This design comes from an exercise in tuning for small area, a short achievable clock period and few clock cycles on the open sky130 flow, not from production work.
At most, simulation tests tie the RTL to the original design; equivalence was not proved.
Power is estimated from default activity; no workload was simulated.

Design oac_core, start of the top module:
module oac_core (
    input  wire        clk,
    input  wire        rst,           
    input  wire [31:0] stack_init,    
    output reg         mem_req,
    output reg         mem_we,
    output reg  [6:0]  mem_addr,
    output wire [31:0] mem_wdata,
    input  wire        mem_ready,
    input  wire [31:0] mem_rdata,
    output wire        halted,
    output wire        faulted,
    output reg  [2:0]  fault_kind,
    output wire [31:0] fault_value,
    output wire [31:0] fault_addr,
    input  wire [3:0]  dbg_idx,
    output wire [31:0] dbg_data
);
    localparam [2:0] K_OOB = 3'd2, K_OVERFLOW = 3'd3, K_UNDERFLOW = 3'd4, K_BADREG = 3'd5;
    localparam [3:0] S_F    = 4'd0,  S_O1   = 4'd1,  S_O2   = 4'd2,  S_O3   = 4'd3;
    localparam [3:0] S_SAVE = 4'd4,  S_M1   = 4'd5,  S_MRD  = 4'd6,  S_MWR  = 4'd7;
    localparam [3:0] S_PUSH = 4'd8,  S_POP1 = 4'd9,  S_POP2 = 4'd10, S_FV   = 4'd11;
  ...
For scale: about 2200 cells after synthesis, about 300 flip-flops.
==> flow/config.mk <==
export PLATFORM = sky130hd
export DESIGN_NAME = oac_core
export DESIGN_NICKNAME = oac_core
export VERILOG_FILES = /design/flow/design.v
export SDC_FILE = /design/flow/constraint.sdc
export NUM_CORES = 4
export LEC_CHECK = 0
export CAP_MARGIN = 20
export CORE_MARGIN = 2
export CORE_UTILIZATION = 40
export SETUP_SLACK_MARGIN = 5
export SLEW_MARGIN = 20
==> flow/constraint.sdc <==
create_clock -name core_clock -period 12.0 [get_ports {clk}]
set_input_delay 2.4000 -clock core_clock [delete_from_list [all_inputs] [get_ports {clk}]]
set_output_delay 2.4000 -clock core_clock [all_outputs]
set_load 0.01 [all_outputs]
standard.sh (not shown) runs the stock make flow with config.mk's settings and CLKGATE_MAP_FILE= SYNTH_SCRIPT=/design/flow/synth_recipe.tcl, a recipe that flattens the netlist after the stock synthesis.
==> flow/flow/run.sh <==
#!/bin/bash
# Standard layout, with plain buf_1 cells as the port buffers (ORFS otherwise
# picks clkdlybuf4s50_1, a slow delay cell). Each ORFS step keeps its own log
# under orfs/logs; make's output goes to flow_make.log.
set -euo pipefail
bash standard.sh "BUFFER_PORTS_ARGS=-buffer_cell sky130_fd_sc_hd__buf_1" finish > flow_make.log 2>&1
Testbench counts at the start, summed over its fixed seeds: cycles 40,193.
Then changed:
--- a/flow/design.v
+++ b/flow/design.v
@@ -59,30 +59,42 @@
     wire p_ok     = (&st) | (~st_oob & ~(&st[6:0]));    
     wire [7:0] pc1 = pc + 8'd1;
     wire [7:0] pc2 = pc + 8'd2;
     wire jcond = (opc[0] ? fl[0] : fl[1]);               
     wire vf    = (state == S_O1) & is_jzn & ~pc_oob & ~jcond;
     wire fetch = (state == S_F) | vf;
-    assign dbg_data    = pv;
+    reg  [31:0] dbg_r;
+    always @(*) begin
+        case (dbg_idx)
+            4'd0: dbg_r = r0;
+            4'd1: dbg_r = r1;
+            4'd2: dbg_r = r2;
+            4'd3: dbg_r = r3;
+            4'd4: dbg_r = {24'd0, pc};
+            4'd5: dbg_r = t;
+            4'd6: dbg_r = fl;
+            4'd7: dbg_r = sb;
+            default: dbg_r = st;
+        endcase
+    end
+    assign dbg_data    = dbg_r;
     assign fault_value = t;
     assign fault_addr  = sb;
     reg  [3:0]  pidx;
     reg         fpc;           
     wire [1:0]  k = (state == S_FAULT) ? 2'd0 : is_inc ? 2'd1 : is_jc ? 2'd3 : 2'd2;
     wire [7:0]  pc_stmt = {1'b0, a} + {6'd0, k};
-    wire        hlt = (state == S_HALT);
-    wire [3:0]  ridx_p = hlt ? dbg_idx : pidx;   
     reg  [31:0] pv;
     always @(*) begin
-        case (ridx_p)
+        case (pidx)
             4'd0: pv = r0;
             4'd1: pv = r1;
             4'd2: pv = r2;
             4'd3: pv = r3;
-            4'd4: pv = {24'd0, (fpc | hlt) ? pc : pc_stmt};
-            4'd5: pv = hlt ? t : {27'd0, opc};
+            4'd4: pv = {24'd0, fpc ? pc : pc_stmt};
+            4'd5: pv = {27'd0, opc};
             4'd6: pv = fl;
             4'd7: pv = sb;
             default: pv = st;
         endcase
     end
     reg zp, ip, iq, cin;
Result:
- The changed run ran to the end with no violations
- synthesized area rises by 6.8%
- via count rises by 11%
- sequential power barely changes
- non-clock buffer count rises by 17
- power falls by 9.7%
Function not checked in the second run of this note: the RTL went through the layout flow alone.

[afterwards: timing with drivers on the ports]
In the flow no input, the clock included, has a driving cell. The finished layouts below were timed again as built, in two steps. Step 1 assumes that a clkbuf_16 drives the clock port and a buf_2 every other input. Step 2 times the ports against the registers' clock, not the clock port: input delays grow and output delays shrink by t, the midpoint of the rising clock arrivals with the driver on. Slacks: ideal / step 1 / step 2; pairs: ideal / step 1.
run	t (ns)	setup WS [ns]	worst hold slack (ns)
the first run	0.625	4.559 / 4.581 / 3.955	0.597 / 0.597 / 0.597
the second run	0.645	5.005 / 4.942 / 4.491	0.588 / 0.588 / 0.588
After both steps setup and hold are still met in every run listed. The setup slack of the first run, which loses most, moves by +0.022 ns with the drivers and by -0.604 ns with both steps.
